What follows belongs to an exercise in optimizing a design on an open flow for small area, a short achievable clock period and few clock cycles; a production flow would make more cautious choices.
Where RTL was checked, it was by simulation tests only, not by an equivalence proof against the original.
No functional check of the RTL was part of run 1.
Power figures rest on the tool's default switching activity, not on a simulated workload.

`flow/config.mk`:
```
export PLATFORM = sky130hd
export DESIGN_NAME = esp32_frame_link
export DESIGN_NICKNAME = esp32_frame_link
export VERILOG_FILES = /design/flow/design.v
export SDC_FILE = /design/flow/constraint.sdc
export NUM_CORES = 4
export LEC_CHECK = 0
export CAP_MARGIN = 20
export CORE_MARGIN = 2
export CORE_UTILIZATION = 65
export CTS_BUF_LIST = sky130_fd_sc_hd__clkbuf_8 sky130_fd_sc_hd__clkbuf_16
export SLEW_MARGIN = 20
```
`flow/constraint.sdc`:
```
create_clock -name core_clock -period 10.0 [get_ports {clk}]
set_input_delay 2.0000 -clock core_clock [delete_from_list [all_inputs] [get_ports {clk}]]
set_output_delay 2.0000 -clock core_clock [all_outputs]
set_load 0.01 [all_outputs]
```
`flow/design.v`:
```
module crc8_step #(
    parameter [7:0] POLY = 8'h07
) (
    input  wire [7:0] crc_in,
    input  wire [7:0] data,
    output reg  [7:0] crc_out
);
    integer k;
    reg [7:0] x;
    always @* begin
        x = crc_in ^ data;
        for (k = 0; k < 8; k = k + 1)
            x = x[7] ? ((x << 1) ^ POLY) : (x << 1);
        crc_out = x;
    end
endmodule
module frame_rx #(
    parameter       QD       = 3,       
    parameter [7:0] CRC_POLY = 8'h07,
    parameter [7:0] CRC_INIT = 8'h00
) (
    input  wire        clk,
    input  wire        rst,
    input  wire        rx_valid,
    input  wire [7:0]  rx_data,
    output wire        rx_ready,
    output wire        msg_valid,
    input  wire        msg_ready,
    output wire [7:0]  msg_data,
    output wire        msg_first,
    output wire        msg_last,
    output wire        rx_idle,
    output reg  [31:0] cnt_msg,
    output reg  [31:0] cnt_cobs_err,
    output reg  [31:0] cnt_short,
    output reg  [31:0] cnt_crc_err,
    output reg  [31:0] cnt_acc_ovf
);
    reg       rdy;
    reg       s_v;
    reg [7:0] s_b;
    reg       s_z;
    wire      xfer = rx_valid & rdy;
    reg [6:0] enc;        
    reg [5:0] rl;         
    reg       doom;       
    reg [1:0] dsat;       
    reg [7:0] crc;
    reg [7:0] mem [0:63];
    reg [6:0] wp;         
    reg [6:0] fs;         
    reg [6:0] rp;         
    wire is_code = (rl == 6'd0);
    wire f_empty = (enc == 7'd0);
    wire f_full  = enc[6];                      
    wire dlm     = s_v & s_z & !f_empty;
    wire ovf     = s_v & !s_z & f_full;
    wire acc     = s_v & !s_z & !f_full;
    wire prod    = acc & (!is_code | !f_empty);
    wire [7:0] x = is_code ? 8'h00 : s_b;
    wire [7:0] crc_next;
    crc8_step #(.POLY(CRC_POLY)) u_crc (.crc_in(crc), .data(x), .crc_out(crc_next));
    wire cobs_bad = doom | !is_code;
    wire short_f  = (dsat != 2'd3);
    wire crc_bad  = (crc != 8'h00);
    wire good     = !cobs_bad & !short_f & !crc_bad;
    wire hold     = dlm & good & qfull;
    wire judge    = dlm & !hold;
    wire e_cobs   = judge & cobs_bad;
    wire e_short  = judge & !cobs_bad & short_f;
    wire e_crc    = judge & !cobs_bad & !short_f & crc_bad;
    wire commit   = judge & !cobs_bad & !short_f & !crc_bad;
    wire drop     = ovf | (judge & !commit);
    wire [6:0] wpm1 = wp - 7'd1;
    reg  [5:0] q [0:QD-1];
    reg  [2:0] qn;
    reg        ov, of, ol, nf;
    reg        idle;
    reg  [7:0] od;
    wire       can   = (qn != 3'd0);
    wire       ld    = can & (!ov | msg_ready);
    wire [5:0] rpn   = rp[5:0] + 6'd1;
    wire       lastb = (rpn == q[0]);
    wire       pop   = ld & lastb;
    wire [2:0] qidx  = qn - {2'b00, pop};
    wire [6:0] occ = wp - rp;
    wire       qfull = (qn == QD);
    wire       room  = ({1'b0, occ} + {7'd0, prod} + {7'd0, xfer}) <= 8'd63;
    wire       qroom = !(xfer & (rx_data == 8'h00) & (({1'b0, qn} + {3'd0, commit}) >= QD));
    assign rx_ready  = rdy;
    assign msg_valid = ov;
    assign msg_data  = od;
    assign msg_first = of;
    assign msg_last  = ol;
    assign rx_idle   = idle;
    integer i;
    always @(posedge clk) begin
        if (!hold) begin
            s_b <= rx_data;
            s_z <= (rx_data == 8'h00);
        end
        if (prod)
            mem[wp[5:0]] <= x;
        if (ld) begin
            od <= mem[rp[5:0]];
            of <= nf;
            ol <= lastb;
        end
        for (i = 0; i < QD; i = i + 1) begin
            if (pop && i < QD - 1)
                q[i] <= q[(i < QD - 1) ? i + 1 : i];
            if (commit && qidx == i)
                q[i] <= wpm1[5:0];
        end
        if (rst) begin
            rdy  <= 1'b1;
            s_v  <= 1'b0;
            enc  <= 7'd0;
            rl   <= 6'd0;
            doom <= 1'b0;
            dsat <= 2'd0;
            crc  <= CRC_INIT;
            wp   <= 7'd0;
            fs   <= 7'd0;
            rp   <= 7'd0;
            qn   <= 3'd0;
            ov   <= 1'b0;
            nf   <= 1'b1;
            idle <= 1'b1;
            cnt_msg      <= 32'd0;
            cnt_cobs_err <= 32'd0;
            cnt_short    <= 32'd0;
            cnt_crc_err  <= 32'd0;
            cnt_acc_ovf  <= 32'd0;
        end else begin
            rdy <= room & qroom & !hold;
            if (!hold)
                s_v <= xfer;
            if (judge | ovf) begin
                enc  <= 7'd0;
                rl   <= 6'd0;
                doom <= 1'b0;
                dsat <= 2'd0;
                crc  <= CRC_INIT;
            end else if (acc) begin
                enc <= enc + 7'd1;
                if (is_code) begin
                    rl <= s_b[5:0] - 6'd1;
                    if (s_b[7] | (s_b[6] & (s_b[5:0] != 6'd0)))
                        doom <= 1'b1;
                end else begin
                    rl <= rl - 6'd1;
                end
                if (prod) begin
                    crc  <= crc_next;
                    dsat <= dsat + {1'b0, dsat != 2'd3};
                end
            end
            if (commit) begin
                wp <= wpm1;
                fs <= wpm1;
            end else if (drop) begin
                wp <= fs;
            end else if (prod) begin
                wp <= wp + 7'd1;
            end
            if (commit & !pop)
                qn <= qn + 3'd1;
            else if (!commit & pop)
                qn <= qn - 3'd1;
            idle <= !(hold ? s_v : xfer) & (qn + {2'b00, commit} == {2'b00, pop}) &
                    !(ld | (ov & !msg_ready));
            if (ld) begin
                ov <= 1'b1;
                nf <= lastb;
                rp <= rp + 7'd1;
            end else if (msg_ready) begin
                ov <= 1'b0;
            end
            if (commit)  cnt_msg      <= cnt_msg + 32'd1;
            if (e_cobs)  cnt_cobs_err <= cnt_cobs_err + 32'd1;
            if (e_short) cnt_short    <= cnt_short + 32'd1;
            if (e_crc)   cnt_crc_err  <= cnt_crc_err + 32'd1;
            if (ovf)     cnt_acc_ovf  <= cnt_acc_ovf + 32'd1;
        end
    end
endmodule
module frame_tx #(
    parameter       CD       = 6,       
    parameter [7:0] CRC_POLY = 8'h07,
    parameter [7:0] CRC_INIT = 8'h00
) (
    input  wire       clk,
    input  wire       rst,
    input  wire       tx_valid,
    input  wire [7:0] tx_data,
    input  wire       tx_last,
    output wire       tx_ready,
    output wire       wire_valid,
    input  wire       wire_ready,
    output wire [7:0] wire_data
);
    localparam [1:0] R_CODE = 2'd0, R_DATA = 2'd1, R_TAIL = 2'd2, R_DELIM = 2'd3;
    localparam CW = (CD > 8) ? 4 : (CD > 4) ? 3 : (CD > 2) ? 2 : 1;   
    reg       rdy;
    reg       s_v, s_l, s_z;
    reg [7:0] s_d;
    wire      xfer = tx_valid & rdy;
    reg  [6:0]   L;       
    reg  [5:0]   sl;      
    reg  [7:0]   crc;
    reg          fin;     
    reg          rsv;     
    reg  [7:0]   mem [0:63];
    reg  [6:0]   wp;      
    reg  [6:0]   rp;      
    reg  [CW-1:0] wi;     
    wire [7:0] crc_next;
    crc8_step #(.POLY(CRC_POLY)) u_crc (.crc_in(crc), .data(s_d), .crc_out(crc_next));
    wire       ckn  = (crc != 8'h00);               
    wire [7:0] code = fin ? {1'b1, L + 7'd1 + {6'd0, ckn}} : {1'b0, L + 7'd1};
    wire [6:0] occ  = wp - rp;
    wire       full = occ[6];
    wire       take = (fin | rsv) & !full;          
    reg  [CD-1:0] cq;          
    reg  [CW:0]   alloc;       
    reg  [CW:0]   mc;          
    reg  [CW-1:0] ri;          
    reg  [1:0] st;
    reg        first;     
    reg  [6:0] left;      
    reg        lc;        
    reg        lr;        
    reg  [7:0] rcrc;      
    reg        wv;
    reg  [7:0] wd;
    wire       adv  = !wv | wire_ready;
    wire [7:0] mr   = mem[rp[5:0]];
    wire       mc1  = mr[7] & cq[ri];                       
    wire       nod  = (mr[6:2] == 5'd0) & (mc1 ? (mr[1:0] == 2'd2) : (mr[1:0] == 2'd1));   
    wire       have = !(st == R_CODE && first) | (mc != 0);
    wire       go   = adv & have;
    wire       done = go & (st == R_DELIM);
    wire [7:0] rcrc_in = (st == R_DATA) ? mr : 8'h00;
    wire [7:0] rcrc_next;
    crc8_step #(.POLY(CRC_POLY)) u_rcrc (.crc_in(rcrc), .data(rcrc_in), .crc_out(rcrc_next));
    wire room  = ({1'b0, occ} + {7'd0, s_v} + {7'd0, fin} + {7'd0, xfer} + {7'd0, s_v & s_l}) <= 8'd63;
    reg  nb;              
    wire nb_n  = xfer ? tx_last : nb;
    wire aroom = !nb_n || (alloc + {{CW{1'b0}}, xfer & nb}) < CD;
    assign tx_ready   = rdy;
    assign wire_valid = wv;
    assign wire_data  = wd;
    always @(posedge clk) begin
        s_d <= tx_data;
        s_l <= tx_last;
        s_z <= (tx_data == 8'h00);
        if (s_v & !s_z)
            mem[wp[5:0]] <= s_d;
        else if ((s_v & s_z) | fin)
            mem[sl] <= code;
        if (fin)
            cq[wi] <= ckn;
        if ((s_v & s_z) | take)
            sl <= wp[5:0];
        if (rst) begin
            rdy   <= 1'b1;
            s_v   <= 1'b0;
            nb    <= 1'b1;
            L     <= 7'd0;
            crc   <= CRC_INIT;
            fin   <= 1'b0;
            rsv   <= 1'b0;
            sl    <= 6'd0;
            wp    <= 7'd1;        
            rp    <= 7'd0;
            wi    <= {CW{1'b0}};
            ri    <= {CW{1'b0}};
            alloc <= {(CW+1){1'b0}};
            mc    <= {(CW+1){1'b0}};
            st    <= R_CODE;
            first <= 1'b1;
            wv    <= 1'b0;
        end else begin
            rdy <= room & aroom & !(xfer & tx_last) & !rsv;
            s_v <= xfer;
            nb  <= nb_n;
            if (s_v | take)
                wp <= wp + 7'd1;
            if (s_v) begin
                crc <= crc_next;
                L   <= s_z ? 7'd0 : L + 7'd1;
            end
            fin <= s_v & s_l;
            if (fin) begin
                crc <= CRC_INIT;
                L   <= 7'd0;
                wi  <= (wi == CD - 1) ? {CW{1'b0}} : wi + 1'b1;
            end
            rsv <= (fin | rsv) & full;
            if ((xfer & nb) & !done)
                alloc <= alloc + 1'b1;
            else if (!(xfer & nb) & done)
                alloc <= alloc - 1'b1;
            if (fin & !(go & (st == R_CODE) & first))
                mc <= mc + 1'b1;
            else if (!fin & (go & (st == R_CODE) & first))
                mc <= mc - 1'b1;
            if (adv)
                wv <= have;
            if (go) begin
                case (st)
                    R_CODE: begin
                        wd    <= {1'b0, mr[6:0]};
                        left  <= mr[6:0];
                        lc    <= mc1;
                        lr    <= mr[7];
                        first <= 1'b0;
                        rp    <= rp + 7'd1;
                        rcrc  <= first ? CRC_INIT : rcrc_next;
                        if (nod)
                            st <= mr[7] ? R_TAIL : R_CODE;
                        else
                            st <= R_DATA;
                    end
                    R_DATA: begin
                        wd   <= mr;
                        rp   <= rp + 7'd1;
                        rcrc <= rcrc_next;
                        left <= left - 7'd1;
                        if (left == {6'd0, lc} + 7'd2)
                            st <= lr ? R_TAIL : R_CODE;
                    end
                    R_TAIL: begin
                        wd <= cq[ri] ? rcrc : 8'h01;
                        st <= R_DELIM;
                    end
                    default: begin
                        wd    <= 8'h00;
                        st    <= R_CODE;
                        first <= 1'b1;
                        ri    <= (ri == CD - 1) ? {CW{1'b0}} : ri + 1'b1;
                    end
                endcase
            end
        end
    end
endmodule
module esp32_frame_link (
    input  wire        clk,
    input  wire        rst,
    input  wire        rx_valid,
    input  wire [7:0]  rx_data,
    output wire        rx_ready,
    output wire        msg_valid,
    input  wire        msg_ready,
    output wire [7:0]  msg_data,
    output wire        msg_first,
    output wire        msg_last,
    output wire        rx_idle,
    output wire [31:0] cnt_msg,
    output wire [31:0] cnt_cobs_err,
    output wire [31:0] cnt_short,
    output wire [31:0] cnt_crc_err,
    output wire [31:0] cnt_acc_ovf,
    input  wire        tx_valid,
    input  wire [7:0]  tx_data,
    input  wire        tx_last,
    output wire        tx_ready,
    output wire        wire_valid,
    input  wire        wire_ready,
    output wire [7:0]  wire_data
);
    frame_rx u_rx (
        .clk(clk), .rst(rst),
        .rx_valid(rx_valid), .rx_data(rx_data), .rx_ready(rx_ready),
        .msg_valid(msg_valid), .msg_ready(msg_ready), .msg_data(msg_data),
        .msg_first(msg_first), .msg_last(msg_last), .rx_idle(rx_idle),
        .cnt_msg(cnt_msg), .cnt_cobs_err(cnt_cobs_err), .cnt_short(cnt_short),
        .cnt_crc_err(cnt_crc_err), .cnt_acc_ovf(cnt_acc_ovf)
    );
    frame_tx u_tx (
        .clk(clk), .rst(rst),
        .tx_valid(tx_valid), .tx_data(tx_data), .tx_last(tx_last), .tx_ready(tx_ready),
        .wire_valid(wire_valid), .wire_ready(wire_ready), .wire_data(wire_data)
    );
endmodule
```
`flow/flow/run.sh`:
```
#!/bin/bash
set -o pipefail
export SETUP_SLACK_MARGIN=6.8
bash standard.sh > flow_standard.log 2>&1
```
`flow/standard.sh`:
```
#!/bin/bash
# synth_recipe.tcl (not shown) runs the flow's synth.tcl, then flattens the netlist and writes it again
# the make line also repeats each setting of config.mk as NAME=value (left out here)
make -C /OpenROAD-flow-scripts/flow DESIGN_CONFIG=/design/flow/config.mk WORK_HOME=/design/flow/orfs CLKGATE_MAP_FILE= SYNTH_SCRIPT=/design/flow/synth_recipe.tcl "${@:-finish}"
```
==> results of run 1 <==
## timing repair
item,in CTS,in global routing
buffers inserted,196,67
resized for setup,1417,152
hold buffers,0,0
setup endpoints to repair,1199,1123
pin swaps,28,46
gates cloned,7,7
## power by group
group | leakage [nW] | switching [mW] | total [mW] | internal [mW]
logic | 8.67 | 1.87 | 3.25 | 1.37
registers | 12.4 | 0.163 | 6.83 | 6.66
clock network | 2.24 | 2.16 | 4.96 | 2.80
total | 23.3 | 4.20 | 15.0 | 10.8
## final timing paths
path                            startpoint              end  cells after the start
worst max-delay path            u_rx.od[0]      msg_data[0]                      1
worst min-delay path               u_rx.nf          u_rx.of                      0
worst max register to register    u_tx.s_v  u_tx.mem[53][0]                      6
worst min register to register     u_rx.nf          u_rx.of                      0
## area by class of cell
type                    instances  area [µm²]
flip-flops and latches       1379       38900
multi-input cells            2054       18900
fillers                      4581       17800
repair buffers                511        5200
clock buffers                 150        3670
well taps                    1155        1450
clock inverters               102         648
inverters                      66         262
diodes                          1        2.50
## stage by stage
step                      power [mW]  utilization [%]  setup slack [ns]  cell area [µm²]  hold WS [ns]
final                           15.0             79.5              6.64            69000         0.452
after global routing            15.5             79.5              6.51            69000         0.460
after CTS                       14.8             77.9              6.61            67600         0.447
after detailed placement        9.60             69.3              5.22            60100         0.430
after global placement          9.50             69.3              5.30            60100         0.422
after floorplan                 8.87                -              6.28            57100         0.409
## synthesized netlist by cell type, drive strengths merged (71+ instances only)
master,n,area [µm²]
edfxtp,1092,32800
nand2,204,771
nand3,104,521
mux4,284,6410
dfxtp,287,5750
a21oi,101,505
xnor2,128,1140
clkbuf,94,353
o21ai,81,405
nor2,444,1670
mux2i,71,711
xor2,143,1260
## cells by family (layout without fill, tap and decap cells)
kind of cell / after synthesis / count (layout) / synth area share (%)
adder cells (fa/ha/maj): 58 / 58 / 1.36
XOR/XNOR: 275 / 275 / 4.37
multiplexers: 368 / 368 / 12.8
AND/OR/NAND/NOR: 1048 / 1049 / 8.58
AO/OA/AOI/OAI: 304 / 304 / 3.31
flip-flops: 1379 / 1379 / 67.8
buffers and inverters: 222 / 829 / 1.79
other: 0 / 1 / 0
## per-layer routing
layer  global-route usage (%)  vias to the layer above  wire length, µm
li1                         -                    14900                -
met5                        0                        -               30
met3                     6.05                      423            12400
met2                     55.7                     1908            76700
met1                     41.1                    17800            53500
met4                     15.1                        4             8030
## registers in the layout, summed over array words and instances (netlist names), 18 cells and up, named ones only
name and count:
u_rx.cnt_short 32, u_rx.mem 512, u_rx.cnt_cobs_err 32, u_rx.cnt_acc_ovf 32
u_tx.mem 512, u_rx.q 18, u_rx.cnt_msg 32, u_rx.cnt_crc_err 32
==> impl_metrics.tcl, run 1 <==
set metrics [dict create \
    syn_avg_cell_area_um2 15.6 \
    clock_sink_count 1379 \
    detailroute.via_count 35000 \
    finalMaxSlewViolations 0 \
    rrSetupSlack_ns 6.65 \
    startpoint_type "flop" \
    drt_iter0_drc 3935 \
    cap_viol_max_count 0 \
    status "finished clean" \
    initial_antenna_violation_count 4 \
    starting_density_of_the_core_pct 65.5 \
    root_buffer "sky130_fd_sc_hd__clkbuf_16" \
    totalWireLength_um 151000 \
    clock_tree.htree_level_count 4 \
    final_setup_violation_count 0 \
    drt_drc_violations_left 0 \
    crit_family "flip-flops" \
    layout.cells.non_filler 5418 \
    synth_ff_type "sky130_fd_sc_hd__edfxtp_1" \
    final-hold-violation-count 0 \
    setup_total_negative_slack_ns 0 \
    drtPass1Iterations 6 \
    timing.slew.headroom_pct 24.9 \
    worst_min_delay_path_category "reg -> reg" \
    clock_insertion_delay_worst_skew_ns 0.76 \
    most_common_cell_after_layout_fill_and_taps_aside "sky130_fd_sc_hd__edfxtp_1" \
    path_clk_slew_ns 0.06 \
    nets 4230 \
    cts-root-to-sink-buffers 3 \
    detail_route.wl_per_cell_um 27.8 \
    postSynthRegisterBits 1379 \
    via_count_of_the_first_global_routing_pass 35000 \
    cts_tree "built" \
    ys.warnings.count 4 \
    layout_common_cells "1092 x sky130_fd_sc_hd__edfxtp_1, 321 x sky130_fd_sc_hd__nor2_1, 282 x sky130_fd_sc_hd__mux4_2" \
    globalplace.congestion 0.896 \
    wire_length_of_the_first_global_routing_pass_um 218000 \
    cp.arrival_ns 1.36 \
    post_route_cells_drive_above_1_share_pct 33.6 \
    gr-total-overflow 0 \
    peakVddDrop_mv 0.242 \
    slowest_delay_ns 0.45 \
    finClkSkew_ns 0.0288 \
    critPathCaptureType "output port" \
    criticalPathCategory "reg -> out" \
    timing.critical_path.fanout_max 1 \
    syn_nets 3735 \
    layout-area-overhead-vs-synth_pct 21.4 \
    worstPathBufferInverterCount 1 \
    setup_repair_after_global_routing_missed_its_margin "true" \
    io_buffer_count 205 \
    finalCritPeriodShare_pct 33.6 \
    global_route.usage.total_pct 32.7 \
    power.leakage_nw 23.3 \
    synth_async_sr_flop_share_pct 0 \
    critPathSlowestCell "sky130_fd_sc_hd__edfxtp_1" \
    placement_rows 108 \
    fp.dieW_um 300 \
    synth_edf_count 1092 \
    worst_pin_slew_ns 1.13 \
    core-area_um2 86800 \
    drt.antenna.violating_nets 0 \
    grt_start_max_net_pins 98 \
    crit_path_cell_trace "buf_2" \
    synth_sequential_area_ratio_pct 67.8 \
    post_synth_inst_count 3654 \
    routed_via_density 6.47 \
    dieHeight_um 300 \
    cts-buffers-inserted 137 \
    ios 206 \
    synth_area_um2 56800 \
    power.density_nw_per_um2 218 \
    hpwl_um 85500 \
    dpl.cell_count 4888 \
    synth.distinct_cells 82 \
    die_area_um2 89800 \
    post-route-min-period_ns 3.36 \
    max_freq_mhz 297 \
    crit_required_ns 8.00 \
]
==> inputs of run 2 (changes only) <==
--- a/flow/design.v
+++ b/flow/design.v
@@ -102,9 +102,4 @@
         if (prod)
             mem[wp[5:0]] <= x;
-        if (ld) begin
-            od <= mem[rp[5:0]];
-            of <= nf;
-            ol <= lastb;
-        end
         for (i = 0; i < QD; i = i + 1) begin
             if (pop && i < QD - 1)
@@ -126,4 +121,7 @@
             qn   <= 3'd0;
             ov   <= 1'b0;
+            od   <= 8'h00;
+            of   <= 1'b0;
+            ol   <= 1'b0;
             nf   <= 1'b1;
             idle <= 1'b1;
@@ -172,4 +170,7 @@
                     !(ld | (ov & !msg_ready));
             if (ld) begin
+                od <= mem[rp[5:0]];
+                of <= nf;
+                ol <= lastb;
                 ov <= 1'b1;
                 nf <= lastb;
@@ -282,4 +283,5 @@
             first <= 1'b1;
             wv    <= 1'b0;
+            wd    <= 8'h00;
         end else begin
             rdy <= room & aroom & !(xfer & tx_last) & !rsv;
--- a/flow/config.mk
+++ b/flow/config.mk
@@ -9,4 +9,6 @@
 export CORE_MARGIN = 2
 export CORE_UTILIZATION = 65
-export CTS_BUF_LIST = sky130_fd_sc_hd__clkbuf_8 sky130_fd_sc_hd__clkbuf_16
+export CTS_BUF_LIST = sky130_fd_sc_hd__clkbuf_8
+export CTS_CLUSTER_DIAMETER = 150
+export CTS_CLUSTER_SIZE = 14
 export SLEW_MARGIN = 20
==> run 2 against run 1 <==
  * Cell area decreased by 2.8%
  * Cell count increased by 0.57%
  * Largest power group unchanged
  * Flip-flop and latch count unchanged
  * Non-clock buffer count increased by 47
  * Maximum frequency decreased by 3.3%
  * Critical path type is now reg -> reg
  * Still clean on timing, DRC and antenna
  * Via count decreased by 1.6%
  * Die area about the same
==> impl_metrics.tcl, run 2 <==
set metrics [dict create \
    status "finished clean" \
    io_buffer_count 205 \
    via_count_of_the_first_global_routing_pass 34700 \
    reg.largest.list "u_rx.mem: 512 flops, u_tx.mem: 512 flops" \
    totalWireLength_um 144000 \
    clock_tree.htree_level_count 3 \
    detail_route.wl_per_cell_um 26.3 \
    ios 206 \
    cts_tree "built" \
    dpl.cell_count 4944 \
    global_route.usage.total_pct 31.4 \
    power.density_nw_per_um2 188 \
    detailroute.via_count 34500 \
    critPathSlowestCell "sky130_fd_sc_hd__mux4_2" \
    worst_min_delay_path_category "reg -> reg" \
    startpoint_type "flop" \
    cts-buffers-inserted 108 \
    drtPass1Iterations 6 \
    fp.dieW_um 300 \
    power.leakage_nw 22.5 \
    post_route_cells_drive_above_1_share_pct 33.4 \
    worst_pin_slew_ns 1.26 \
    synth_ff_type "sky130_fd_sc_hd__edfxtp_1" \
    critPathCaptureType "flop" \
    timing.slew.headroom_pct 15.5 \
    starting_density_of_the_core_pct 65.5 \
    max_freq_mhz 288 \
    postSynthRegisterBits 1379 \
    crit_required_ns 10.63 \
    drt_drc_violations_left 0 \
    crit_path_cell_trace "buf_12 -> mux4_2 -> mux2i_4 -> o21ai_1 -> o211ai_1 -> nor4b_4 -> buf_4 -> xnor3_1 -> or3_1 -> a211o_1 -> a22oi_2" \
    criticalPathCategory "reg -> reg" \
    hpwl_um 85800 \
    finalCritPeriodShare_pct 34.8 \
    ys.warnings.count 4 \
    cts-root-to-sink-buffers 3 \
    synth.area.top_cells "sky130_fd_sc_hd__edfxtp_1 57%, sky130_fd_sc_hd__mux4_2 11%, sky130_fd_sc_hd__dfxtp_1 11%, sky130_fd_sc_hd__nor2_1 2.8%, sky130_fd_sc_hd__xor2_1 2.3%" \
    gr-total-overflow 0 \
    synth_largest_type_area_fraction_pct 56.8 \
    synth.distinct_cells 79 \
    setup_repair_after_global_routing_missed_its_margin "true" \
    most_common_cell_after_layout_fill_and_taps_aside "sky130_fd_sc_hd__edfxtp_1" \
    timing.critical_path.fanout_max 6 \
    cap_viol_max_count 0 \
    final_setup_violation_count 0 \
    post_synth_inst_count 3711 \
    core-area_um2 86800 \
    worst_hold_path.num_cells 1 \
    die_area_um2 89800 \
    synth_edf_count 1074 \
    synth.top_cells.by_count "1074 x sky130_fd_sc_hd__edfxtp_1, 431 x sky130_fd_sc_hd__nor2_1, 305 x sky130_fd_sc_hd__dfxtp_1" \
    synth_area_um2 56800 \
    post-route-min-period_ns 3.48 \
    layout-area-overhead-vs-synth_pct 18.0 \
    finClkSkew_ns 0.0714 \
    dieHeight_um 300 \
    globalplace.congestion 0.895 \
    cp.arrival_ns 4.11 \
    final-hold-violation-count 0 \
    drt_iter0_drc 3807 \
    wire_length_of_the_first_global_routing_pass_um 211000 \
    drt.antenna.violating_nets 0 \
    clock_insertion_delay_worst_skew_ns 0.84 \
    routed_via_density 6.33 \
    synth_sequential_area_ratio_pct 67.5 \
    synth_async_sr_flop_share_pct 0 \
    setup_total_negative_slack_ns 0 \
    clock_sink_count 1379 \
    syn_nets 3791 \
    grt_start_max_net_pins 107 \
    layout.cells.non_filler 5449 \
    nets 4295 \
    placement_rows 108 \
    peakVddDrop_mv 0.185 \
    finalMaxSlewViolations 0 \
    slowest_delay_ns 0.55 \
    layout_common_cells "1074 x sky130_fd_sc_hd__edfxtp_1, 314 x sky130_fd_sc_hd__nor2_1, 297 x sky130_fd_sc_hd__buf_4" \
    cell_count_of_the_worst_reg_to_reg_path 11 \
    netlist.top_cell.by_area "sky130_fd_sc_hd__edfxtp_1" \
    path_clk_slew_ns 0.10 \
    root_buffer "sky130_fd_sc_hd__clkbuf_8" \
    initial_antenna_violation_count 1 \
    most_numerous_cell_in_the_yosys_netlist "sky130_fd_sc_hd__edfxtp_1" \
    syn_avg_cell_area_um2 15.3 \
]
run 2: changes by cell type after synthesis, moves of 10 or more:
cell / previous run / this run
sky130_fd_sc_hd__edfxtp_1: 1092 / 1074
sky130_fd_sc_hd__nor2b_1: 32 / 22
sky130_fd_sc_hd__a21oi_1: 101 / 121
sky130_fd_sc_hd__nand3_1: 104 / 118
sky130_fd_sc_hd__xnor2_1: 126 / 137
sky130_fd_sc_hd__nor2_1: 441 / 431
sky130_fd_sc_hd__mux2i_1: 71 / 52
sky130_fd_sc_hd__or3_1: 38 / 48
sky130_fd_sc_hd__dfxtp_1: 287 / 305
sky130_fd_sc_hd__nand2_1: 202 / 250
run 2: per-layer routing:
layer  GRT usage, %  wire [µm]
met3           4.62      10000
met5              0          0
met2           54.5      73800
met4           13.2       6950
met1           40.1      52800
run 2: where the power goes:
part	switching [mW]	internal (mW)
registers	0.154	6.50
clock network	1.81	1.03
logic	1.69	1.43
run 2: cell families (layout without fill, tap and decap cells):
kind of cell             Yosys count  in the layout  share of synthesized area [%]
buffers and inverters            231            813                           1.78
adder cells (fa/ha/maj)           57             57                           1.33
AO/OA/AOI/OAI                    320            320                           3.45
XOR/XNOR                         285            285                           4.44
multiplexers                     355            355                           12.7
AND/OR/NAND/NOR                 1084           1084                           8.78
other                              0              1                              0
flip-flops                      1379           1379                           67.5
run 2: final cells by class:
type / count / area (µm²)
Antenna cell: 1 / 2.50
Clock buffer: 110 / 1510
Clock inverter: 78 / 337
Fill cell: 4952 / 19700
Inverter: 67 / 278
Multi-Input combinational cell: 2101 / 19100
Sequential cell: 1379 / 38700
Tap cell: 1155 / 1450
Timing Repair Buffer: 558 / 5610
run 2: per-stage QoR:
stage          util (%)  total power, mW  setup WS, ns  hold WS (ns)  instance area [µm²]
2_1_floorplan         -             8.55          6.00         0.415                57000
3_3_place_gp       69.3             9.07          4.36         0.432                60100
3_5_place_dp       69.3             9.19          4.36         0.442                60100
4_1_cts            75.2             12.4          6.51         0.447                65200
5_1_grt            77.3             13.1          6.44         0.481                67000
6_report           77.3             12.6          6.52         0.454                67000
run 2: worst max-delay path, delay by kind of cell, from the launching register on:
family / cells / cell delay, ns
buffers and inverters: 2 / 0.35
xor gates and xnor gates: 1 / 0.25
AOI/OAI and AO/OA: 4 / 0.94
muxes: 2 / 0.73
and+or+nand+nor: 2 / 0.64
DFF: 1 / 0.42
run 2: path summary, 6_finish.rpt:
check | from | end | slack (ns)
worst max-delay path | flop | u_tx.rcrc[2] | 6.52
worst min-delay path | u_tx.rsv | u_tx.rdy | 0.45
worst max register to register | flop | u_tx.rcrc[2] | 6.52
worst min register to register | u_tx.rsv | u_tx.rdy | 0.45
run 2: repair_timing:
| item | 4_1_cts | 5_1_grt |
|---|---|---|
| endpoints found under the hold margin | 0 | 0 |
| hold buffers | 0 | 0 |
| endpoints found under the setup margin | 1079 | 1149 |
| setup buffers | 210 | 98 |
| gates cloned | 5 | 3 |
| resized for setup | 1442 | 207 |
| pin swaps | 32 | 40 |
Testbench counts of run 2, summed over its fixed seeds: cycles 32,702.
==> inputs of run 3 (changes only) <==
--- a/flow/config.mk
+++ b/flow/config.mk
@@ -11,4 +11,4 @@
 export CTS_BUF_LIST = sky130_fd_sc_hd__clkbuf_8
 export CTS_CLUSTER_DIAMETER = 150
-export CTS_CLUSTER_SIZE = 14
+export CTS_CLUSTER_SIZE = 16
 export SLEW_MARGIN = 20
==> run 3 against run 2 <==
  * Still clean
  * Clock power down 5%
  * Combinational power down 5%
  * Setup slack worse by 0.021 ns
  * Global-route usage down 0.19 points
  * Non-clock buffer count down 51
  * Via count down 0.93%
  * Flip-flop and latch count unchanged
  * First-iteration DRC count down 4.8%
  * Critical path type unchanged
  * Critical endpoint unchanged
  * Largest power group unchanged
==> impl_metrics.tcl, run 3 <==
set metrics [dict create \
    power.density_nw_per_um2 186 \
    synth_async_sr_flop_share_pct 0 \
    finClkSkew_ns 0.0467 \
    path_clk_slew_ns 0.11 \
    power.switching_mw 3.58 \
    power.leakage_nw 22.0 \
    startpoint_type "flop" \
    wire_length_of_the_first_global_routing_pass_um 210000 \
    drt_drc_violations_left 0 \
    placement_rows 108 \
    clock_tree.htree_level_count 3 \
    syn_avg_cell_area_um2 15.3 \
    core-area_um2 86800 \
    crit_required_ns 10.63 \
    dieHeight_um 300 \
    cts-root-to-sink-buffers 3 \
    ios 206 \
    drt.antenna.violating_nets 0 \
    cap_viol_max_count 0 \
    setup_total_negative_slack_ns 0 \
    post-route-util_pct 76.3 \
    netlist.top_cell.by_area "sky130_fd_sc_hd__edfxtp_1" \
    synth_largest_type_area_fraction_pct 56.8 \
    grt_start_max_net_pins 107 \
    routed_via_density 6.35 \
    synth_edf_count 1074 \
    clock_power_share_pct 22.0 \
    layout_common_cells "1074 x sky130_fd_sc_hd__edfxtp_1, 313 x sky130_fd_sc_hd__nor2_1, 286 x sky130_fd_sc_hd__mux4_2" \
    initial_antenna_violation_count 1 \
    seq_power_share_pct 54.0 \
    gr-total-overflow 0 \
    via_count_of_the_first_global_routing_pass 34500 \
    setup_repair_after_global_routing_missed_its_margin "true" \
    most_common_cell_after_layout_fill_and_taps_aside "sky130_fd_sc_hd__edfxtp_1" \
    starting_density_of_the_core_pct 65.5 \
    synth.top_cells.by_count "1074 x sky130_fd_sc_hd__edfxtp_1, 431 x sky130_fd_sc_hd__nor2_1, 305 x sky130_fd_sc_hd__dfxtp_1" \
    final_setup_violation_count 0 \
    status "finished clean" \
    syn_nets 3791 \
    reg.largest.list "u_rx.mem: 512 flops, u_tx.mem: 512 flops" \
    drt_iter0_drc 3625 \
    die_area_um2 89800 \
    critPathCaptureType "flop" \
    ys.warnings.count 4 \
    synth_sequential_area_ratio_pct 67.5 \
    global_route.usage.total_pct 31.2 \
    power_frac_comb_pct 24.0 \
    criticalPathCategory "reg -> reg" \
    worst_pin_slew_ns 1.12 \
    totalWireLength_um 142000 \
    intPower_mw 8.76 \
    final-hold-violation-count 0 \
    hpwl_um 85800 \
    cp.arrival_ns 4.13 \
    io_buffer_count 205 \
    post_route_cells_drive_above_1_share_pct 32.1 \
    timing.slew.headroom_pct 25.2 \
    finalCritPeriodShare_pct 35.0 \
    worst_min_delay_path_category "reg -> reg" \
    clock_insertion_delay_worst_skew_ns 0.79 \
    synth_area_um2 56800 \
    holdWs_ns 0.454 \
    cts.hold.buffers_added 0 \
    clock_sink_count 1379 \
    post-route-min-period_ns 3.50 \
    switching_share_pct 29.0 \
    postSynthRegisterBits 1379 \
    peakVddDrop_mv 0.149 \
    max_freq_mhz 286 \
    layout-area-overhead-vs-synth_pct 16.5 \
    root_buffer "sky130_fd_sc_hd__clkbuf_8" \
    most_numerous_cell_in_the_yosys_netlist "sky130_fd_sc_hd__edfxtp_1" \
    detailroute.via_count 34200 \
    synth.distinct_cells 79 \
    rrSetupSlack_ns 6.50 \
    post-layout-total-power_mw 12.3 \
    cts_tree "built" \
    nets 4233 \
    globalplace.congestion 0.895 \
    cts-buffers-inserted 96 \
    post_synth_inst_count 3711 \
    synth.area.top_cells "sky130_fd_sc_hd__edfxtp_1 57%, sky130_fd_sc_hd__mux4_2 11%, sky130_fd_sc_hd__dfxtp_1 11%, sky130_fd_sc_hd__nor2_1 2.8%, sky130_fd_sc_hd__xor2_1 2.3%" \
    fp.dieW_um 300 \
    finalMaxSlewViolations 0 \
    synth_ff_type "sky130_fd_sc_hd__edfxtp_1" \
    timing.critical_path.fanout_max 4 \
    drtPass1Iterations 8 \
    detail_route.wl_per_cell_um 26.3 \
]
==> run 3: kinds of logic after synthesis <==
family / Yosys count / share of synthesized area [%]
AO/OA/AOI/OAI: 320 / 3.45
XOR/XNOR: 285 / 4.44
adder cells (fa/ha/maj): 57 / 1.33
buffers and inverters: 231 / 1.78
flip-flops: 1379 / 67.5
multiplexers: 355 / 12.7
AND/OR/NAND/NOR: 1084 / 8.78
==> run 3: worst paths after layout <==
path | depth (start not counted) | start | endpoint
worst max-delay path | 11 | flop | u_tx.rcrc[2]
worst min-delay path | 1 | u_tx.rsv | u_tx.rdy
worst max register to register | 11 | flop | u_tx.rcrc[2]
worst min register to register | 1 | u_tx.rsv | u_tx.rdy
==> run 3: metrics by stage <==
stage | area (µm²) | instances | setup slack, ns
after floorplan | 57000 | 3711 | 6.00
after global placement | 60100 | 4944 | 4.36
after detailed placement | 60100 | 4944 | 4.36
after CTS | 64900 | 5318 | 6.51
after global routing | 66200 | 5378 | 6.46
final | 66200 | 5378 | 6.50
==> run 3: repair_timing <==
item	CTS	global route
gates resized for setup	1432	170
gates cloned	5	2
pin swaps	39	37
endpoints found under the setup margin	1085	1046
setup buffers	203	56
==> run 3: power groups by stage <==
stage	Combinational (mW)	Sequential (mW)	Clock, mW
after floorplan	1.81	6.74	0
after global placement	2.23	6.84	0
after detailed placement	2.33	6.86	0
after CTS	2.81	6.65	2.74
after global routing	3.15	6.68	2.95
final	2.96	6.66	2.71
==> run 3: layout make-up <==
class / count / area [µm²]
Sequential cell: 1379 / 38700
Fill cell: 5064 / 20600
Multi-Input combinational cell: 2102 / 18900
Timing Repair Buffer: 507 / 5150
Tap cell: 1155 / 1450
Clock buffer: 96 / 1320
Clock inverter: 70 / 343
Inverter: 67 / 273
Antenna cell: 2 / 5.00
==> run 3: per-layer routing <==
layer / track usage (%) / share of wire, % / wire [µm] / vias to the layer above
met3: 4.25 / 6.8 / 9670 / 326
li1: - / - / - / 14900
met4: 12.5 / 4.4 / 6240 / 0
met2: 54.2 / 52 / 73200 / 1520
met5: 0 / 0 / 0 / -
met1: 40.2 / 37 / 52500 / 17400
==> run 3: critical path, cell delays in order, from the launching register on <==
cell                       delay [ns]
sky130_fd_sc_hd__dfxtp_4         0.43
sky130_fd_sc_hd__buf_12          0.15
sky130_fd_sc_hd__buf_8           0.12
sky130_fd_sc_hd__mux4_2          0.52
sky130_fd_sc_hd__mux2i_4         0.19
sky130_fd_sc_hd__o21ai_2         0.08
sky130_fd_sc_hd__o211ai_1        0.42
sky130_fd_sc_hd__nor4b_4         0.41
sky130_fd_sc_hd__xnor3_1         0.31
sky130_fd_sc_hd__or3_1           0.34
sky130_fd_sc_hd__a211o_1         0.27
sky130_fd_sc_hd__a22oi_2         0.11
==> inputs of run 4 (changes only) <==
--- a/flow/config.mk
+++ b/flow/config.mk
@@ -10,5 +10,4 @@
 export CORE_UTILIZATION = 65
 export CTS_BUF_LIST = sky130_fd_sc_hd__clkbuf_8
-export CTS_CLUSTER_DIAMETER = 150
-export CTS_CLUSTER_SIZE = 16
+export CTS_CLUSTER_DIAMETER = 40
 export SLEW_MARGIN = 20
==> run 4 against run 3 <==
  * Still clean
  * Sequential power is essentially flat
  * Die area is the same
  * Setup slack lost 0.069 ns
  * Hold slack lost 0.024 ns
  * Global-route usage grew 0.98 points
  * Clock skew grew 0.011 ns
  * Wire length grew 2.9%
  * Count of clock-buffer cells in the layout grew 135
  * Sequential share of layout area shrank 2.5 points
  * Critical endpoint unchanged
  * Highest routed layer unchanged
==> impl_metrics.tcl, run 4 <==
set metrics [dict create \
    drt.antenna.violating_nets 0 \
    startpoint_type "flop" \
    syn_avg_cell_area_um2 15.3 \
    critPathSlowestCell "sky130_fd_sc_hd__mux4_2" \
    max_freq_mhz 280 \
    finClkSkew_ns 0.0576 \
    finalCritPeriodShare_pct 35.7 \
    layout-area-overhead-vs-synth_pct 21.7 \
    totalWireLength_um 146000 \
    placement_rows 108 \
    drt_iter0_drc 3695 \
    clock_insertion_delay_worst_skew_ns 0.89 \
    grt_start_max_net_pins 107 \
    power.leakage_nw 23.5 \
    via_count_of_the_first_global_routing_pass 35700 \
    syn_nets 3791 \
    rrSetupSlack_ns 6.43 \
    post_route_cells_drive_above_1_share_pct 35.1 \
    reg.largest.list "u_rx.mem: 512 flops, u_tx.mem: 512 flops" \
    synth_area_um2 56800 \
    nets 4379 \
    clock_tree.htree_level_count 4 \
    wire_length_of_the_first_global_routing_pass_um 216000 \
    most_common_cell_after_layout_fill_and_taps_aside "sky130_fd_sc_hd__edfxtp_1" \
    detail_route.wl_per_cell_um 25.8 \
    status "finished clean" \
    yosys.area_share.simple_pct 8.78 \
    timing.critical_path.fanout_max 13 \
    synth.area.top_cells "sky130_fd_sc_hd__edfxtp_1 57%, sky130_fd_sc_hd__mux4_2 11%, sky130_fd_sc_hd__dfxtp_1 11%, sky130_fd_sc_hd__nor2_1 2.8%, sky130_fd_sc_hd__xor2_1 2.3%" \
    routed_via_density 6.29 \
    wl_met1_um 53100 \
    worst_hold_path.num_cells 1 \
    global_route.usage.total_pct 32.2 \
    cts_tree "built" \
    final_setup_violation_count 0 \
    crit_required_ns 10.70 \
    core-area_um2 86800 \
    placed_cell_area_um2 60100 \
    most_numerous_cell_in_the_yosys_netlist "sky130_fd_sc_hd__edfxtp_1" \
    final_cell_area_um2 69100 \
    crit_path_cell_trace "buf_16 -> mux4_2 -> nor3_1 -> nor4_2 -> a32oi_4 -> xnor3_1 -> or3_1 -> a211o_1 -> a22oi_2" \
    detailroute.via_count 35500 \
    post_synth_inst_count 3711 \
    path_clk_slew_ns 0.07 \
    post_synth_mux_area_share_pct 12.7 \
    synthXorXnorAreaFrac_pct 4.44 \
    post-layout-total-power_mw 14.3 \
    criticalPathCategory "reg -> reg" \
    timing.slew.headroom_pct 22.4 \
    worst_pin_slew_ns 1.16 \
    setup_repair_after_global_routing_missed_its_margin "true" \
    postSynthRegisterBits 1379 \
    synth_async_sr_flop_share_pct 0 \
    die_area_um2 89800 \
    synth_largest_type_area_fraction_pct 56.8 \
    clock_sink_count 1379 \
    ios 206 \
    post-route-min-period_ns 3.57 \
    post-route-util_pct 79.7 \
    root_buffer "sky130_fd_sc_hd__clkbuf_8" \
    highest_layer "met4" \
    synth_edf_count 1074 \
    synth_ff_type "sky130_fd_sc_hd__edfxtp_1" \
    dr_wl_met2_um 74700 \
    synth_sequential_area_ratio_pct 67.5 \
    gr-total-overflow 0 \
    power.density_nw_per_um2 207 \
    initial_antenna_violation_count 1 \
    synth_compound_gate_area_share_pct 3.45 \
    fp.dieW_um 300 \
    synth.distinct_cells 79 \
    layout_common_cells "1074 x sky130_fd_sc_hd__edfxtp_1, 309 x sky130_fd_sc_hd__nor2_1, 287 x sky130_fd_sc_hd__mux4_2" \
    critPathCaptureType "flop" \
    finalMaxSlewViolations 0 \
    io_buffer_count 205 \
    netlist.top_cell.by_area "sky130_fd_sc_hd__edfxtp_1" \
    setup_total_negative_slack_ns 0 \
    ys.warnings.count 4 \
    starting_density_of_the_core_pct 65.5 \
    met3RoutedLength_um 10600 \
    cts.hold.buffers_added 0 \
    slowest_delay_ns 0.54 \
    worst_min_delay_path_category "reg -> reg" \
    final-hold-violation-count 0 \
    cell_count_of_the_worst_reg_to_reg_path 9 \
    adder_and_majority_cell_fraction_of_the_synthesized_area_pct 1.33 \
    cap_viol_max_count 0 \
    peakVddDrop_mv 0.184 \
    cts-buffers-inserted 213 \
    dominant_combinational_cell_family_by_area_after_synthesis "multiplexers" \
    drtPass1Iterations 6 \
    hpwl_um 85800 \
    cts-root-to-sink-buffers 3 \
    drt_drc_violations_left 0 \
    dieHeight_um 300 \
    globalplace.congestion 0.895 \
    synth.top_cells.by_count "1074 x sky130_fd_sc_hd__edfxtp_1, 431 x sky130_fd_sc_hd__nor2_1, 305 x sky130_fd_sc_hd__dfxtp_1" \
    cp.arrival_ns 4.27 \
]
-- run 4: layout make-up --
class / instances / area, µm²
antenna: 1 / 2.50
clock buffer: 231 / 3180
clock inverter: 172 / 1010
fill: 4660 / 17600
inverter: 67 / 277
multi-input combinational: 2101 / 19000
sequential: 1379 / 38800
tap: 1155 / 1450
timing repair buffer: 537 / 5400
-- run 4: power breakdown --
group	total, mW	internal, mW	switching, mW
clock	4.59	2.37	2.21
combinational	3.08	1.41	1.67
sequential	6.67	6.51	0.158
total	14.3	10.3	4.04
-- run 4: cells by family (layout without fill, tap and decap cells) --
group	Yosys count	count (layout)
compound gates	320	320
mux	355	355
buf+inv	231	1007
simple gates	1084	1084
xor+xnor	285	285
flops	1379	1379
other cells	0	1
fa+ha+maj	57	57
-- run 4: what timing repair did --
action | CTS | global route
pin swaps | 28 | 43
cloned | 5 | 0
endpoints found under the setup margin | 1066 | 1187
setup buffers | 202 | 88
hold endpoints to repair | 0 | 0
gates resized for setup | 1441 | 204
-- run 4: path summary, 6_finish.rpt --
check / start / endpoint
hold / removal: u_tx.rsv / u_tx.rdy
hold reg to reg: u_tx.rsv / u_tx.rdy
setup / recovery: flop / u_tx.rcrc[2]
setup reg to reg: flop / u_tx.rcrc[2]
-- run 4: layer usage --
layer,global-route usage [%],vias to the layer above
li1,-,15300
met1,40.7,17900
met3,5.44,433
met4,15.5,0
met2,54.7,1838
met5,0,-
-- run 4: metrics by stage --
| step | instances | hold WS [ns] | worst slack, ns |
|---|---|---|---|
| 6_report | 5643 | 0.430 | 6.43 |
| 5_1_grt | 5643 | 0.466 | 6.40 |
| 4_1_cts | 5554 | 0.442 | 6.49 |
| 3_5_place_dp | 4944 | 0.442 | 4.36 |
| 3_3_place_gp | 4944 | 0.432 | 4.36 |
| 2_1_floorplan | 3711 | 0.415 | 6.00 |
-- run 4: worst max-delay path: cells and delay by family, from the launching register on --
kind	cells	cell delay, ns
multiplexers	1	0.54
flip-flops	1	0.49
AND/OR/NAND/NOR	3	0.85
AO/OA/AOI/OAI	3	0.81
buffers and inverters	1	0.23
XOR/XNOR	1	0.49
==> inputs of run 5 (changes only) <==
--- a/flow/design.v
+++ b/flow/design.v
@@ -243,7 +243,9 @@
     wire       go   = adv & have;
     wire       done = go & (st == R_DELIM);
-    wire [7:0] rcrc_in = (st == R_DATA) ? mr : 8'h00;
+    reg        pv;        
+    reg        pz;        
     wire [7:0] rcrc_next;
-    crc8_step #(.POLY(CRC_POLY)) u_rcrc (.crc_in(rcrc), .data(rcrc_in), .crc_out(rcrc_next));
+    crc8_step #(.POLY(CRC_POLY)) u_rcrc (.crc_in(rcrc), .data(pz ? 8'h00 : wd), .crc_out(rcrc_next));
+    wire [7:0] rcrc_cur = pv ? rcrc_next : rcrc;
     wire room  = ({1'b0, occ} + {7'd0, s_v} + {7'd0, fin} + {7'd0, xfer} + {7'd0, s_v & s_l}) <= 8'd63;
     reg  nb;              
@@ -284,4 +286,5 @@
             wv    <= 1'b0;
             wd    <= 8'h00;
+            pv    <= 1'b0;
         end else begin
             rdy <= room & aroom & !(xfer & tx_last) & !rsv;
@@ -309,4 +312,6 @@
             else if (!fin & (go & (st == R_CODE) & first))
                 mc <= mc - 1'b1;
+            rcrc <= rcrc_cur;
+            pv   <= 1'b0;
             if (adv)
                 wv <= have;
@@ -320,5 +325,8 @@
                         first <= 1'b0;
                         rp    <= rp + 7'd1;
-                        rcrc  <= first ? CRC_INIT : rcrc_next;
+                        if (first)
+                            rcrc <= CRC_INIT;
+                        pv    <= !first;
+                        pz    <= 1'b1;
                         if (nod)
                             st <= mr[7] ? R_TAIL : R_CODE;
@@ -329,5 +337,6 @@
                         wd   <= mr;
                         rp   <= rp + 7'd1;
-                        rcrc <= rcrc_next;
+                        pv   <= 1'b1;
+                        pz   <= 1'b0;
                         left <= left - 7'd1;
                         if (left == {6'd0, lc} + 7'd2)
@@ -335,5 +344,5 @@
                     end
                     R_TAIL: begin
-                        wd <= cq[ri] ? rcrc : 8'h01;
+                        wd <= cq[ri] ? rcrc_cur : 8'h01;
                         st <= R_DELIM;
                     end
==> flow/flow/run.sh (replaced) <==
#!/bin/bash
set -o pipefail
export SETUP_SLACK_MARGIN=6.6
bash standard.sh > flow_standard.log 2>&1
--- a/flow/config.mk
+++ b/flow/config.mk
@@ -10,4 +10,5 @@
 export CORE_UTILIZATION = 65
 export CTS_BUF_LIST = sky130_fd_sc_hd__clkbuf_8
-export CTS_CLUSTER_DIAMETER = 40
+export CTS_CLUSTER_DIAMETER = 150
+export CTS_CLUSTER_SIZE = 14
 export SLEW_MARGIN = 20
==> run 5 against run 4 <==
  * Maximum frequency grew 2.3%
  * Flip-flop and latch count grew 2
  * Core utilization shrank 6.3 points
  * Cell area shrank 7.8%
  * Sequential power grew 0.9%
  * Register-to-register slack gained 0.08 ns
  * Die area grew 0.32%
  * Critical path type unchanged
  * Largest cell class unchanged
==> impl_metrics.tcl, run 5 <==
set metrics [dict create \
    fp.dieW_um 300 \
    clock_sink_count 1381 \
    drt_iter0_drc 3128 \
    drtPass1Iterations 6 \
    power.density_nw_per_um2 191 \
    crit_required_ns 10.42 \
    global_route.usage.total_pct 30.1 \
    cts-buffers-inserted 108 \
    detail_route.wl_per_cell_um 25.5 \
    worst_pin_slew_ns 1.15 \
    totalWireLength_um 135000 \
    synth.top_cells.by_count "1075 x sky130_fd_sc_hd__edfxtp_1, 447 x sky130_fd_sc_hd__nor2_1, 306 x sky130_fd_sc_hd__dfxtp_1" \
    globalplace.congestion 0.899 \
    final-hold-violation-count 0 \
    rr_startpoint "u_tx.s_v" \
    detailroute.via_count 33400 \
    peakVddDrop_mv 0.157 \
    cts.hold.buffers_added 0 \
    synth.area.top_cells "sky130_fd_sc_hd__edfxtp_1 57%, sky130_fd_sc_hd__mux4_2 12%, sky130_fd_sc_hd__dfxtp_1 11%, sky130_fd_sc_hd__nor2_1 2.9%, sky130_fd_sc_hd__xnor2_1 2.2%" \
    slowest_delay_ns 0.80 \
    wire_length_of_the_first_global_routing_pass_um 204000 \
    layout.cells.non_filler 5281 \
    holdWs_ns 0.459 \
    drt_drc_violations_left 0 \
    criticalPathCategory "reg -> reg" \
    starting_density_of_the_core_pct 65.6 \
    post_synth_inst_count 3721 \
    io_buffer_count 205 \
    cts_tree "built" \
    finalCritPeriodShare_pct 34.9 \
    cap_viol_max_count 0 \
    cp.arrival_ns 3.90 \
    cts-root-to-sink-buffers 3 \
    synth.distinct_cells 78 \
    setup.worst_path.start "u_tx.s_v" \
    finClkSkew_ns 0.0320 \
    crit_top_cell "sky130_fd_sc_hd__buf_4" \
    dieHeight_um 300 \
    critPathSlowestCell "sky130_fd_sc_hd__nor2_1" \
    placement_rows 108 \
    timing.slew.headroom_pct 22.2 \
    postSynthRegisterBits 1381 \
    synth_largest_type_area_fraction_pct 56.6 \
    syn_nets 3801 \
    ios 206 \
    initial_antenna_violation_count 4 \
    final_setup_violation_count 0 \
    grt_start_max_net_pins 90 \
    routed_via_density 6.32 \
    crit_path_cell_trace "buf_4 -> mux2i_4 -> buf_4 -> mux2i_1 -> buf_4 -> or3_1 -> nor2_1" \
    status "finished clean" \
    startpoint_type "flop" \
    finalMaxSlewViolations 0 \
    n_fill_cell 5395 \
    post_route_cells_drive_above_1_share_pct 28.1 \
    die_area_um2 90100 \
    critPathCaptureType "flop" \
    worstPathBufferInverterCount 3 \
    most_common_cell_after_layout_fill_and_taps_aside "sky130_fd_sc_hd__edfxtp_1" \
    setup_total_negative_slack_ns 0 \
    synth_area_um2 57000 \
    crit_family "simple AND/OR/NAND/NOR gates" \
    nets 4136 \
    clock_tree.htree_level_count 3 \
    clock_insertion_delay_worst_skew_ns 0.80 \
    fin_ws_ns 6.51 \
    netlist.top_cell.by_area "sky130_fd_sc_hd__edfxtp_1" \
    setup_repair_after_global_routing_missed_its_margin "true" \
    place_ws_ns 4.97 \
    layout_common_cells "1075 x sky130_fd_sc_hd__edfxtp_1, 378 x sky130_fd_sc_hd__nor2_1, 298 x sky130_fd_sc_hd__mux4_2" \
    max_freq_mhz 287 \
    core-area_um2 86900 \
    path_clk_slew_ns 0.09 \
    root_buffer "sky130_fd_sc_hd__clkbuf_8" \
    post-route-min-period_ns 3.49 \
    synth_sequential_area_ratio_pct 67.4 \
    worst_min_delay_path_category "reg -> reg" \
    synth_ff_type "sky130_fd_sc_hd__edfxtp_1" \
    timing.critical_path.fanout_max 27 \
    drt.antenna.violating_nets 0 \
    syn_avg_cell_area_um2 15.3 \
    gr-total-overflow 0 \
    reg.largest.list "u_rx.mem: 512 flops, u_tx.mem: 512 flops" \
    power.leakage_nw 21.2 \
    layout-area-overhead-vs-synth_pct 11.8 \
    via_count_of_the_first_global_routing_pass 33800 \
    hpwl_um 83600 \
    most_numerous_cell_in_the_yosys_netlist "sky130_fd_sc_hd__edfxtp_1" \
    startpoint_of_the_tightest_hold_check_path "u_tx.rsv" \
    synth_edf_count 1075 \
    ys.warnings.count 4 \
    multiInputGateArea_um2 18400 \
    dpl.cell_count 4942 \
    ff_latch_area_um2 38800 \
    synth_async_sr_flop_share_pct 0 \
]
-- run 5: metrics by stage --
stage                     area [µm²]  total power, mW  utilization (%)
after floorplan                57300             8.58                -
after global placement         60400             9.24             69.5
after detailed placement       60400             9.34             69.5
after CTS                      63200             12.2             72.7
after global routing           63700             12.6             73.4
final                          63700             12.2             73.4
-- run 5: logic make-up (layout without fill, tap and decap cells) --
family                     count (synthesis)  count (layout)  share of synthesized area (%)
AOI/OAI and AO/OA                        315             315                           3.33
xor gates and xnor gates                 283             283                           4.40
adders and majority gates                 57              57                           1.33
buffers and inverters                    250             651                           1.72
DFF                                     1381            1381                           67.4
muxes                                    369             369                           13.1
other                                      0               4                              0
and+or+nand+nor                         1066            1066                           8.80
-- run 5: power breakdown --
| part | internal, mW | switching [mW] |
|---|---|---|
| Sequential | 6.57 | 0.159 |
| Clock | 1.01 | 1.77 |
| Combinational | 1.11 | 1.58 |
| Total | 8.69 | 3.51 |
-- run 5: final timing paths --
check | end | slack [ns] | cells past startpoint
worst min register to register | u_tx.rdy | 0.46 | 1
worst min-delay path | u_tx.rdy | 0.46 | 1
worst max-delay path | u_tx.mem[58][0] | 6.51 | 7
worst max register to register | u_tx.mem[58][0] | 6.51 | 7
-- run 5: what timing repair did --
item	CTS	global route
cloned	5	2
pin swaps	9	16
endpoints found under the setup margin	794	477
resized for setup	1069	88
buffers inserted	128	23
-- run 5: cell type report --
cell class                      instances  share of cell area (%)
Tap cell                             1155                    2.27
Inverter                               80                   0.501
Clock inverter                         67                   0.459
Multi-Input combinational cell       2090                    28.9
Timing Repair inverter                  1                 0.00785
Sequential cell                      1381                    60.8
Timing Repair Buffer                  394                    4.62
Clock buffer                          109                    2.35
Antenna cell                            4                  0.0157
-- run 5: per-layer routing --
metal  vias to the layer above  GRT usage [%]  part of all wire [%]
met5                         -              0                     0
met4                         0           11.3                   4.0
met3                       307           4.19                   6.3
met2                      1307           51.8                    52
met1                     17000           39.4                    38
li1                      14700              -                     -
Testbench counts of run 5, summed over its fixed seeds: cycles 32,702.
==> inputs of run 6 (changes only) <==
==> flow/flow/run.sh (replaced) <==
#!/bin/bash
set -o pipefail
export SETUP_SLACK_MARGIN=6.0
bash standard.sh > flow_standard.log 2>&1
==> run 6 against run 5 <==
  * Still clean
  * Count of clock-buffer cells in the layout is 1 lower
  * Register-to-register slack lost 0.49 ns
  * Clock power hardly changed
  * First-iteration DRC count grew 10%
  * Sequential share of layout area rose by 0.71 points
  * Setup slack worse by 0.49 ns
  * Core utilization is 1.5 points lower
  * Maximum frequency fell by 12%
  * Via count shrank 1.7%
  * Area after synthesis is the same
  * Sequential power rose by 0.6%
  * Critical path type unchanged
  * Synthesized cell count unchanged
==> impl_metrics.tcl, run 6 <==
set metrics [dict create \
    ios 206 \
    via_count_of_the_first_global_routing_pass 32900 \
    postSynthRegisterBits 1381 \
    drtPass1Iterations 5 \
    worst_pin_slew_ns 1.13 \
    starting_density_of_the_core_pct 65.6 \
    synth_largest_type_area_fraction_pct 56.6 \
    core-area_um2 86900 \
    post-route-util_pct 71.8 \
    critPathSlowestCell "sky130_fd_sc_hd__nor4bb_1" \
    hpwl_um 87000 \
    cts-root-to-sink-buffers 3 \
    post_route_cells_drive_above_1_share_pct 13.7 \
    path_clk_slew_ns 0.11 \
    finClkSkew_ns 0.0455 \
    power.leakage_nw 19.9 \
    nets 3988 \
    finalMaxSlewViolations 0 \
    detail_route.wl_per_cell_um 25.7 \
    synth.distinct_cells 78 \
    most_common_cell_after_layout_fill_and_taps_aside "sky130_fd_sc_hd__edfxtp_1" \
    synth.area.top_cells "sky130_fd_sc_hd__edfxtp_1 57%, sky130_fd_sc_hd__mux4_2 12%, sky130_fd_sc_hd__dfxtp_1 11%, sky130_fd_sc_hd__nor2_1 2.9%, sky130_fd_sc_hd__xnor2_1 2.2%" \
    power.density_nw_per_um2 193 \
    drt.antenna.violating_nets 0 \
    placement_rows 108 \
    netlist.top_cell.by_area "sky130_fd_sc_hd__edfxtp_1" \
    globalplace.congestion 0.900 \
    detailroute.via_count 32800 \
    die_area_um2 90100 \
    gr-total-overflow 0 \
    post-route-min-period_ns 3.98 \
    criticalPathCategory "reg -> reg" \
    max_freq_mhz 251 \
    reg.largest.list "u_rx.mem: 512 flops, u_tx.mem: 512 flops" \
    synth_ff_type "sky130_fd_sc_hd__edfxtp_1" \
    global_route.usage.total_pct 29.7 \
    layout_common_cells "1075 x sky130_fd_sc_hd__edfxtp_1, 444 x sky130_fd_sc_hd__nor2_1, 301 x sky130_fd_sc_hd__dfxtp_1" \
    post-layout-total-power_mw 12.0 \
    crit_required_ns 10.64 \
    synth.top_cells.by_count "1075 x sky130_fd_sc_hd__edfxtp_1, 447 x sky130_fd_sc_hd__nor2_1, 306 x sky130_fd_sc_hd__dfxtp_1" \
    io_buffer_count 205 \
    placed_cell_area_um2 60300 \
    slowest_delay_ns 0.84 \
    setup_repair_after_global_routing_missed_its_margin "true" \
    layout-area-overhead-vs-synth_pct 9.48 \
    clock_insertion_delay_worst_skew_ns 0.80 \
    synth_area_um2 57000 \
    fp.dieW_um 300 \
    crit_path_cell_trace "buf_4 -> inv_1 -> buf_4 -> mux2i_1 -> a32oi_1 -> nor4bb_1 -> o21ai_0 -> mux2i_1 -> o2111a_1 -> o22ai_1" \
    finalCritPeriodShare_pct 39.8 \
    critPathCaptureType "flop" \
    root_buffer "sky130_fd_sc_hd__clkbuf_8" \
    status "finished clean" \
    most_numerous_cell_in_the_yosys_netlist "sky130_fd_sc_hd__edfxtp_1" \
    initial_antenna_violation_count 3 \
    drt_drc_violations_left 0 \
    clock_sink_count 1381 \
    cap_viol_max_count 0 \
    totalWireLength_um 132000 \
    peakVddDrop_mv 0.291 \
    drt_iter0_drc 3453 \
    post_synth_inst_count 3721 \
    cts-buffers-inserted 108 \
    final-hold-violation-count 0 \
    cts.hold.buffers_added 0 \
    timing.slew.headroom_pct 24.3 \
    wire_length_of_the_first_global_routing_pass_um 201000 \
    syn_avg_cell_area_um2 15.3 \
    synth_sequential_area_ratio_pct 67.4 \
    dieHeight_um 300 \
    timing.critical_path.fanout_max 35 \
    syn_nets 3801 \
    clock_tree.htree_level_count 3 \
    ys.warnings.count 4 \
    final_cell_area_um2 62400 \
    cp.arrival_ns 4.62 \
    synth_async_sr_flop_share_pct 0 \
    synth_edf_count 1075 \
    setup_total_negative_slack_ns 0 \
    startpoint_type "flop" \
    cts_tree "built" \
    worst_min_delay_path_category "reg -> reg" \
    routed_via_density 6.37 \
    grt_start_max_net_pins 88 \
    final_setup_violation_count 0 \
]
[run 6: worst max-delay path, delay by kind of cell (launching register included)]
| family | cells | cell delay, ns |
|---|---|---|
| multiplexers | 2 | 0.38 |
| flip-flops | 1 | 0.32 |
| AND/OR/NAND/NOR | 1 | 0.84 |
| buffers and inverters | 3 | 1.24 |
| AO/OA/AOI/OAI | 4 | 0.98 |
[run 6: cell type report]
type	instances	area (µm²)
Multi-Input combinational cell	2090	17900
Tap cell	1155	1450
Antenna cell	3	7.51
Timing Repair Buffer	246	2470
Sequential cell	1381	38400
Inverter	80	312
Fill cell	5519	24500
Clock buffer	108	1490
Timing Repair inverter	1	5.00
Clock inverter	82	354
[run 6: timing repair]
item,in CTS,in global routing
buffers inserted,4,4
setup endpoints to repair,44,54
resized for setup,9,13
cloned,2,0
[run 6: metal layers]
| layer | vias to the layer above | part of all wire (%) | GRT usage (%) | routed length, µm |
|---|---|---|---|---|
| li1 | 14400 | - | - | - |
| met1 | 16800 | 38 | 39.5 | 50600 |
| met2 | 1327 | 51 | 51.1 | 68000 |
| met3 | 288 | 6.5 | 3.71 | 8590 |
| met4 | 2 | 4.0 | 10.9 | 5300 |
| met5 | - | 0.0053 | 0 | 7 |
[run 6: path summary, 6_finish.rpt]
kind | from | to | slack [ns] | cells after the start
max | flop | u_tx.st[0] | 6.02 | 10
min | u_tx.rsv | u_tx.rdy | 0.45 | 1
min reg2reg | u_tx.rsv | u_tx.rdy | 0.45 | 1
max reg2reg | flop | u_tx.st[0] | 6.02 | 10
[run 6: kinds of logic after synthesis]
| family | synth area share (%) |
|---|---|
| muxes | 13.1 |
| xor gates and xnor gates | 4.40 |
| AOI/OAI and AO/OA | 3.33 |
| and+or+nand+nor | 8.80 |
| adders and majority gates | 1.33 |
| buffers and inverters | 1.72 |
| DFF | 67.4 |
[run 6: through the flow]
stage	hold slack (ns)	worst slack, ns	instances
after CTS	0.452	6.01	5139
after detailed placement	0.437	4.97	4943
after floorplan	0.420	5.28	3721
after global routing	0.483	5.99	5145
final	0.450	6.02	5146
after global placement	0.444	5.03	4943
[run 6: power by group]
group | switching, mW | internal [mW] | total (mW)
sequential | 0.197 | 6.57 | 6.77
combinational | 1.47 | 0.992 | 2.46
clock | 1.78 | 1.01 | 2.80
total | 3.45 | 8.57 | 12.0

[re-timing with driven ports]
The flow's constraints put no driver on any port. The routed layouts listed below were extracted and timed again, unchanged, in two steps.
Step 1 sets driving cells, clkbuf_16 on the clock port and buf_2 on the other inputs (assumed; they add their load-dependent delay and slew).
Step 2 also shifts input and output timing later by t, the mid clock arrival at the registers, as if the neighbouring blocks saw the same clock.
Slacks: ideal / step 1 / step 2; pairs: ideal / step 1.
run | t (ns) | setup slack, ns | worst setup path after step 2 | worst register clock-pin slew, ns | worst slew at a driven data input, ns
run 1 | 0.814 | 6.638 / 6.566 / 5.956 | input to register | 0.07 / 0.07 | 0.06
run 2 | 0.875 | 6.523 / 6.523 / 5.993 | input to register | 0.11 / 0.11 | 0.04
run 3 | 0.832 | 6.502 / 6.502 / 5.898 | input to register | 0.12 / 0.12 | 0.05
run 4 | 0.929 | 6.433 / 6.433 / 5.824 | input to register | 0.07 / 0.07 | 0.05
run 5 | 0.849 | 6.515 / 6.515 / 5.799 | input to register | 0.10 / 0.10 | 0.08
run 6 | 0.845 | 6.021 / 5.993 / 5.230 | input to register | 0.11 / 0.11 | 0.14
After both steps setup and hold are still met in every run listed. The setup slack of run 6, which loses most, moves by -0.028 ns with the drivers and by -0.791 ns with both steps.
